Background: an optimization exercise with open tools, aiming at small area. Do not read the settings as production practice.
The RTL was checked by simulation tests, not by an equivalence proof against the original design.
The flow treats the clock pin as an ideal source. Dropping or thinning the clock tree relies on that and would not hold on a real chip.
Power figures rest on the tool's default switching activity, not on a simulated workload.

juniper:
// scc
module scc (
    input  wire        clk,
    input  wire        rst,           
    input  wire        cmd_valid,
    input  wire [7:0]  cmd,
    output wire        ready,
    input  wire        ofs_we,
    input  wire [31:0] ofs_wdata,
    output reg  [31:0] ofs,
    output wire [31:0] msf,           
    output reg  [31:0] edc,
    output wire [31:0] status,
    output reg         mem_en,
    output reg         mem_we,
    output reg  [11:0] mem_addr,
    output reg  [7:0]  mem_wdata,
    input  wire [7:0]  mem_rdata
);
    reg        msf_v;                 
    reg [6:0]  msf_f, msf_s;          
    reg [7:0]  msf_m;                 
    reg        sync_ok, form2, blank, addr_ok;
    reg [1:0]  cause;
    wire       err = cause[0] | cause[1];
    reg [7:0]  fcmd;                  
    assign msf    = {6'd0, msf_v, 2'd0, msf_f, 1'b0, msf_s, msf_m};
    assign status = {8'd0, fcmd, 5'd0, cause, err, 4'd0, addr_ok, blank, form2, sync_ok};
    localparam [3:0] S_IDLE  = 4'd0,
                     S_DEC   = 4'd1,
                     S_MSF   = 4'd2,
                     S_WR    = 4'd3,
                     S_CHK   = 4'd4,
  ...
clock: 27.0 ns
lec_check: 0
cap_margin: 20
core_margin: 2
core_utilization: 40
place_density: 0.6
slew_margin: 20
standard.sh (not shown) runs the stock make flow with config.mk's settings and CLKGATE_MAP_FILE= SYNTH_SCRIPT=/design/flow/synth_recipe.tcl, a recipe that flattens the netlist after the stock synthesis.
==> flow/flow/run.sh <==
#!/bin/bash
# Own layout flow: the standard ORFS flow with
#  - an area-oriented ABC mapping script (registers are mapped exactly as in
#    the standard synthesis; only the combinational mapping differs),
#  - no full-adder extraction before ABC,
#  - minimum-size port buffers and small clock-tree buffers.
# Each tool's full output is kept in a log file in this folder.
set -uo pipefail
W=$(pwd)
rm -rf "$W/scripts_local"
cp -r "$FLOW_HOME/scripts" "$W/scripts_local"
cp "$W/flow/abc_area.script" "$W/scripts_local/abc_area.script"
bash "$W/standard.sh" \
    "SCRIPTS_DIR=$W/scripts_local" \
    ABC_AREA=1 \
    ADDER_MAP_FILE= \
    "BUFFER_PORTS_ARGS=-buffer_cell sky130_fd_sc_hd__buf_1" \
    "CTS_ARGS=-sink_clustering_enable -repair_clock_nets -dont_use_dummy_load -buf_list {sky130_fd_sc_hd__clkbuf_4 sky130_fd_sc_hd__clkbuf_8} -root_buf sky130_fd_sc_hd__clkbuf_8" \
    finish > "$W/orfs_make.log" 2>&1
rc=$?
tail -40 "$W/orfs_make.log"
exit $rc
==> flow/flow/abc_area.script <==
strash
&get -n
&st
&synch2
&dch -f
&nf -a -R 1000
&put
mfs2 -a
strash
&get -n
&st
&syn2
&dch -f
&nf -a -R 1000
&put
topo
juniper was carried through to the last stage, and its layout satisfied the timing, design-rule and antenna checks.
Here is what was changed in the inputs of xenon compared with juniper.
diff --git a/flow/flow/run.sh b/flow/flow/run.sh
--- a/flow/flow/run.sh
+++ b/flow/flow/run.sh
@@ -16,5 +16,5 @@
     ADDER_MAP_FILE= \
     "BUFFER_PORTS_ARGS=-buffer_cell sky130_fd_sc_hd__buf_1" \
-    "CTS_ARGS=-sink_clustering_enable -repair_clock_nets -dont_use_dummy_load -buf_list {sky130_fd_sc_hd__clkbuf_4 sky130_fd_sc_hd__clkbuf_8} -root_buf sky130_fd_sc_hd__clkbuf_8" \
+    "CTS_ARGS=-sink_clustering_enable -repair_clock_nets -dont_use_dummy_load -buf_list sky130_fd_sc_hd__clkbuf_4 sky130_fd_sc_hd__clkbuf_8 -root_buf sky130_fd_sc_hd__clkbuf_8" \
     finish > "$W/orfs_make.log" 2>&1
 rc=$?
--- outcome ---
xenon: STA-0564 in clock tree synthesis (4_1_cts) -> run aborted
| weighted congestion at the end of routability-driven global placement | juniper vs xenon | ≈ equal |
In terms of cell count after synthesis, juniper and xenon differ only marginally.
juniper -> xenon: synthesized area delta 0, exact match
Compared with juniper, in xenon instance count after placement with tap cells included did not really move, cell area after placement did not really move, number of flops mapped to enable cells by yosys did not really move.

* * *

Another version of the RTL of scc (not shown whole).
For scale: ~990 cells after synthesis, roughly 200 I/O pins.
export LEC_CHECK = 0
export CAP_MARGIN = 20
export CORE_MARGIN = 2
export CORE_UTILIZATION = 40
export PLACE_DENSITY = 0.6
export SLEW_MARGIN = 20
create_clock -name core_clock -period 27.0 [get_ports {clk}]
==> flow/flow/run.sh <==
#!/bin/bash
# Own layout flow: the standard ORFS flow with
#  - an area-oriented ABC mapping script (registers are mapped exactly as in
#    the standard synthesis; only the combinational mapping differs),
#  - no full-adder extraction before ABC,
#  - minimum-size port buffers,
#  - one tie cell for all constant outputs (no tie fan-out repair),
#  - repair aiming at the library's own slew and capacitance limits,
#  - a two-level clock tree built by hand (flow/manual_cts.tcl): one root
#    buffer and one leaf buffer per cluster of flip-flops.
# Each tool's full output is kept in a log file in this folder.
set -uo pipefail
W=$(pwd)
rm -rf "$W/scripts_local"
cp -r "$FLOW_HOME/scripts" "$W/scripts_local"
cp "$W/flow/abc_area.script" "$W/scripts_local/abc_area.script"
cp "$W/flow/manual_cts.tcl" "$W/scripts_local/manual_cts.tcl"
sed -i 's|^log_cmd clock_tree_synthesis {\*}\$cts_args|source $::env(SCRIPTS_DIR)/manual_cts.tcl|' "$W/scripts_local/cts.tcl"
grep -q manual_cts "$W/scripts_local/cts.tcl" || exit 3
bash "$W/standard.sh" \
    "SCRIPTS_DIR=$W/scripts_local" \
    ABC_AREA=1 \
    SLEW_MARGIN=0 \
    CAP_MARGIN=0 \
    SKIP_REPAIR_TIE_FANOUT=1 \
    ADDER_MAP_FILE= \
    "BUFFER_PORTS_ARGS=-buffer_cell sky130_fd_sc_hd__buf_1" \
    MANUAL_CTS_BUF=sky130_fd_sc_hd__clkbuf_8 \
    MANUAL_CTS_ROOT=sky130_fd_sc_hd__clkbuf_16 \
    "MANUAL_CTS_SPLITS=3 2 2" \
    finish > "$W/orfs_make.log" 2>&1
rc=$?
tail -40 "$W/orfs_make.log"
exit $rc
==> flow/flow/abc_area.script <==
strash
&get -n
&st
&synch2
&dch -f
&nf -a -R 1000
&put
mfs2 -a
strash
dch -f
amap
mfs2 -a
strash
&get -n
&st
&syn2
&dch -f
&nf -a -R 1000
&put
mfs2 -a
strash
&get -n
&st
&syn2
&dch -f
&nf -a -R 1000
&put
topo
Other scripts of this flow, unchanged in this note and not shown: flow/flow/manual_cts.tcl
Rerun with:
--- a/flow/flow/run.sh
+++ b/flow/flow/run.sh
@@ -21,4 +21,6 @@
     "SCRIPTS_DIR=$W/scripts_local" \
     ABC_AREA=1 \
+    CORE_UTILIZATION=75 \
+    PLACE_DENSITY=0.9 \
     SLEW_MARGIN=0 \
     CAP_MARGIN=0 \
The new run went through all stages and came out clean.
Hold slack is worse by 0.010 ns.
Fmax rose by 2.8%.
Synthesized area is unchanged.
Global-route usage rose by 17 points.
Combinational power barely changes.
Rerun with:
--- a/flow/flow/run.sh
+++ b/flow/flow/run.sh
@@ -1,7 +1,9 @@
 #!/bin/bash
 # Own layout flow: the standard ORFS flow with
-#  - an area-oriented ABC mapping script (registers are mapped exactly as in
-#    the standard synthesis; only the combinational mapping differs),
+#  - an area-oriented ABC script (deep AIG synthesis, then area mapping);
+#    registers are mapped exactly as in the standard synthesis, only the
+#    combinational logic is mapped differently,
 #  - no full-adder extraction before ABC,
+#  - a denser floorplan and placement,
 #  - minimum-size port buffers,
 #  - one tie cell for all constant outputs (no tie fan-out repair),
==> flow/flow/abc_area.script (replaced) <==
strash
&get -n
&st
&deepsyn -T 60
&put
strash
&get -n
&st
&dch -f
&nf -a -R 1000
&put
mfs2 -a
strash
dch -f
amap
mfs2 -a
strash
&get -n
&st
&dch -f
&nf -a -R 1000
&put
topo
After rerunning: The changed run produced a clean layout. Total power came out higher by 5.5%. Design area went down by 3.9%. Area after synthesis went down by 4.0%. Synthesized cell count fell by 4.1%. Die area goes down by 3.8%. Sequential cell count stays the same. Clock skew hardly moves. Wire length rises by 5.3%. Core utilization goes up by 0.36 points. Worst setup slack improved by 3.8 ns.
Rerun with:
--- a/flow/flow/run.sh
+++ b/flow/flow/run.sh
@@ -1,9 +1,7 @@
 #!/bin/bash
 # Own layout flow: the standard ORFS flow with
-#  - an area-oriented ABC script (deep AIG synthesis, then area mapping);
-#    registers are mapped exactly as in the standard synthesis, only the
-#    combinational logic is mapped differently,
+#  - an area-oriented ABC mapping script (registers are mapped exactly as in
+#    the standard synthesis; only the combinational mapping differs),
 #  - no full-adder extraction before ABC,
-#  - a denser floorplan and placement,
 #  - minimum-size port buffers,
 #  - one tie cell for all constant outputs (no tie fan-out repair),
==> flow/flow/abc_area.script (replaced) <==
strash
&get -n
&st
&deepsyn -T 60
&dch -f
&nf -a -R 1000
&put
mfs2 -a
strash
dch -f
amap
mfs2 -a
strash
&get -n
&st
&syn2
&dch -f
&nf -a -R 1000
&put
mfs2 -a
strash
&get -n
&st
&syn2
&dch -f
&nf -a -R 1000
&put
topo
Effect:
- critical path depth goes down by 2
- via count goes up by 1.3%
- global-route usage goes down by 5.4 points
- utilization goes down by 1.2 points
- die area goes up by 2.3%
- first-iteration DRC count goes down by 6.7%
- sequential power hardly moves
- fmax stays flat
- power goes down by 2.2%
- setup slack improves by 0.016 ns
In every run of this note, the design's own scripts or RTL, not TritonCTS, make the clock network.

* * *

== pepper ==
RTL: one of the versions met above, not the one the previous note started from.
Size in the first run: roughly 1000 cells after synthesis, roughly 150 flip-flops, roughly 200 I/O pins, about 8700 um^2 of cells after synthesis.
==> flow/config.mk <==
export PLATFORM = sky130hd
export DESIGN_NAME = scc
export DESIGN_NICKNAME = scc
export VERILOG_FILES = /design/flow/design.v
export SDC_FILE = /design/flow/constraint.sdc
export NUM_CORES = 4
export LEC_CHECK = 0
export CAP_MARGIN = 20
export CORE_MARGIN = 2
export CORE_UTILIZATION = 40
export PLACE_DENSITY = 0.6
export SLEW_MARGIN = 20
==> flow/constraint.sdc <==
create_clock -name core_clock -period 27.0 [get_ports {clk}]
set_input_delay 5.4000 -clock core_clock [delete_from_list [all_inputs] [get_ports {clk}]]
set_output_delay 5.4000 -clock core_clock [all_outputs]
set_load 0.01 [all_outputs]
==> flow/flow/run.sh <==
#!/bin/bash
# Own layout flow: the standard ORFS flow with
#  - an area-oriented ABC mapping script (registers are mapped exactly as in
#    the standard synthesis; only the combinational mapping differs),
#  - no full-adder extraction before ABC,
#  - minimum-size port buffers and small clock-tree buffers.
# Each tool's full output is kept in a log file in this folder.
set -uo pipefail
W=$(pwd)
rm -rf "$W/scripts_local"
cp -r "$FLOW_HOME/scripts" "$W/scripts_local"
cp "$W/flow/abc_area.script" "$W/scripts_local/abc_area.script"
bash "$W/standard.sh" \
    "SCRIPTS_DIR=$W/scripts_local" \
    ABC_AREA=1 \
    SLEW_MARGIN=0 \
    CAP_MARGIN=0 \
    ADDER_MAP_FILE= \
    "BUFFER_PORTS_ARGS=-buffer_cell sky130_fd_sc_hd__buf_1" \
    "CTS_ARGS=-sink_clustering_enable -repair_clock_nets -dont_use_dummy_load -buf_list sky130_fd_sc_hd__clkbuf_8 -root_buf sky130_fd_sc_hd__clkbuf_8 -sink_clustering_size 30 -sink_clustering_max_diameter 150" \
    finish > "$W/orfs_make.log" 2>&1
rc=$?
tail -40 "$W/orfs_make.log"
exit $rc
==> flow/flow/abc_area.script <==
strash
&get -n
&st
&synch2
&dch -f
&nf -a -R 1000
&put
mfs2 -a
strash
&get -n
&st
&syn2
&dch -f
&nf -a -R 1000
&put
topo
pepper did not stop at any stage, and its layout met the timing, design-rule and antenna checks.
Relative to pepper, the following input files were edited for tundra:
diff --git a/flow/flow/run.sh b/flow/flow/run.sh
--- a/flow/flow/run.sh
+++ b/flow/flow/run.sh
@@ -20 +20 @@
-    "CTS_ARGS=-sink_clustering_enable -repair_clock_nets -dont_use_dummy_load -buf_list sky130_fd_sc_hd__clkbuf_8 -root_buf sky130_fd_sc_hd__clkbuf_8 -sink_clustering_size 30 -sink_clustering_max_diameter 150" \
+    "CTS_ARGS=-sink_clustering_enable -repair_clock_nets -dont_use_dummy_load -buf_list sky130_fd_sc_hd__clkbuf_8 -root_buf sky130_fd_sc_hd__clkbuf_8" \
Between tundra and pepper, the cell area reported after detailed placement figures differ only marginally. From pepper to tundra, hold slack did not move at all. Re antenna diode count: no difference whatsoever between pepper and tundra. tundra vs. pepper: later-pin clock latency in the skew report stayed essentially flat, residual DRC count stayed essentially flat, pin count of the biggest net entering global routing stayed essentially flat, area share of fa/ha/maj cells after synthesis stayed essentially flat. From pepper to tundra the numbers moved as follows: deepest level of the CTS H-tree did not really move, netlist area before placement did not really move. tundra: flow completed, timing, DRC and antenna clean.
--- input diff tundra..lagoon ---
diff --git a/flow/flow/run.sh b/flow/flow/run.sh
--- a/flow/flow/run.sh
+++ b/flow/flow/run.sh
@@ -17,0 +18 @@
+    SKIP_REPAIR_TIE_FANOUT=1 \
@@ -20 +21 @@
-    "CTS_ARGS=-sink_clustering_enable -repair_clock_nets -dont_use_dummy_load -buf_list sky130_fd_sc_hd__clkbuf_8 -root_buf sky130_fd_sc_hd__clkbuf_8" \
+    "CTS_ARGS=-repair_clock_nets -dont_use_dummy_load -buf_list sky130_fd_sc_hd__clkbuf_8 -root_buf sky130_fd_sc_hd__clkbuf_8" \
==> comparison <==
- On lagoon: non-clock buffer count is 2 lower than what tundra gave.
- Global-route usage over all layers: lagoon vs tundra down 0.17 points
- Of tundra and lagoon, the run reporting the higher sequential share of layout area was lagoon.
[inputs] violet vs lagoon
diff --git a/flow/flow/run.sh b/flow/flow/run.sh
--- a/flow/flow/run.sh
+++ b/flow/flow/run.sh
@@ -21 +21 @@
-    "CTS_ARGS=-repair_clock_nets -dont_use_dummy_load -buf_list sky130_fd_sc_hd__clkbuf_8 -root_buf sky130_fd_sc_hd__clkbuf_8" \
+    "CTS_ARGS=-sink_clustering_enable -repair_clock_nets -dont_use_dummy_load -buf_list sky130_fd_sc_hd__clkbuf_8 -root_buf sky130_fd_sc_hd__clkbuf_8 -sink_clustering_size 40 -sink_clustering_max_diameter 250 -sink_clustering_levels 1" \
--- outcome ---
Taking lagoon as the reference, in violet complex-gate fraction of the synthesized area has remained practically unchanged, number of hold-repair buffers added at the cts stage has remained practically unchanged, wire length of the first global-routing pass has remained practically unchanged.
Inputs modified between violet and quartz:
diff --git a/flow/flow/run.sh b/flow/flow/run.sh
--- a/flow/flow/run.sh
+++ b/flow/flow/run.sh
@@ -21 +21 @@
-    "CTS_ARGS=-sink_clustering_enable -repair_clock_nets -dont_use_dummy_load -buf_list sky130_fd_sc_hd__clkbuf_8 -root_buf sky130_fd_sc_hd__clkbuf_8 -sink_clustering_size 40 -sink_clustering_max_diameter 250 -sink_clustering_levels 1" \
+    "CTS_ARGS=-sink_clustering_enable -repair_clock_nets -dont_use_dummy_load -buf_list sky130_fd_sc_hd__clkbuf_8 -root_buf sky130_fd_sc_hd__clkbuf_8" \
--- outcome ---
Looking at the reports, quartz completed the entire flow and the layout it produced met the timing, design-rule and antenna checks. Reported for quartz and violet, final antenna diode count turned out identical to the last digit. Reported for quartz and violet, post-synthesis simple-gate area fraction turned out identical to the last digit. Diff violet..quartz | via count of the routed design | unchanged. From quartz to violet, switching fraction of total power did not move at all. Core utilization delta (quartz -> violet): insignificant. Final layout net count of violet is on par with quartz. From quartz to violet, count of flip-flops with a built-in enable after synthesis did not move at all. From violet to quartz the numbers moved as follows: number of non-clock buffers saw little to no change, total global-route track usage saw little to no change.

[port drivers added, routing unchanged]
The results above use ideal ports. As a check the final layouts listed here were re-extracted and re-timed, cells and wires unchanged. Step 1 (the two cells are an assumption about what drives the block):
set clk [get_ports {clk}]
set_driving_cell -lib_cell sky130_fd_sc_hd__clkbuf_16 $clk
set_driving_cell -lib_cell sky130_fd_sc_hd__buf_2 [delete_from_list [all_inputs] $clk]
Step 2, shift: input delay + t, output delay - t, t = (earliest + latest rising clock arrival at the registers) / 2. This alone moves slack from input paths to output paths. Slacks: no drivers / after step 1 / after step 2; pairs: no drivers / after step 1.
run	shift t [ns]	setup WS [ns]	latest minus earliest clock arrival (ns)	worst register clock-pin slew, ns
juniper	0.489	14.134 / 14.100 / 14.100	0.042 / 0.041	0.10 / 0.10
the first run of note 2	0.433	13.091 / 13.071 / 13.071	0.027 / 0.027	0.11 / 0.11
the second run of note 2	0.410	13.464 / 13.439 / 13.439	0.020 / 0.020	0.10 / 0.10
the third run of note 2	0.417	17.234 / 17.190 / 17.608	0.021 / 0.021	0.10 / 0.10
the fourth run of note 2	0.411	17.250 / 17.204 / 17.615	0.015 / 0.016	0.09 / 0.09
pepper	0.491	14.131 / 14.099 / 14.099	0.045 / 0.045	0.10 / 0.10
tundra	0.491	14.131 / 14.099 / 14.099	0.045 / 0.045	0.10 / 0.10
lagoon	0.490	14.162 / 14.136 / 14.136	0.045 / 0.045	0.10 / 0.10
violet	0.490	14.162 / 14.136 / 14.136	0.045 / 0.045	0.10 / 0.10
quartz	0.490	14.162 / 14.136 / 14.136	0.045 / 0.045	0.10 / 0.10
After both steps setup and hold are still met in every run listed. For juniper, which loses most, drivers alone change the setup slack by -0.034 ns; drivers and shift together by -0.034 ns.
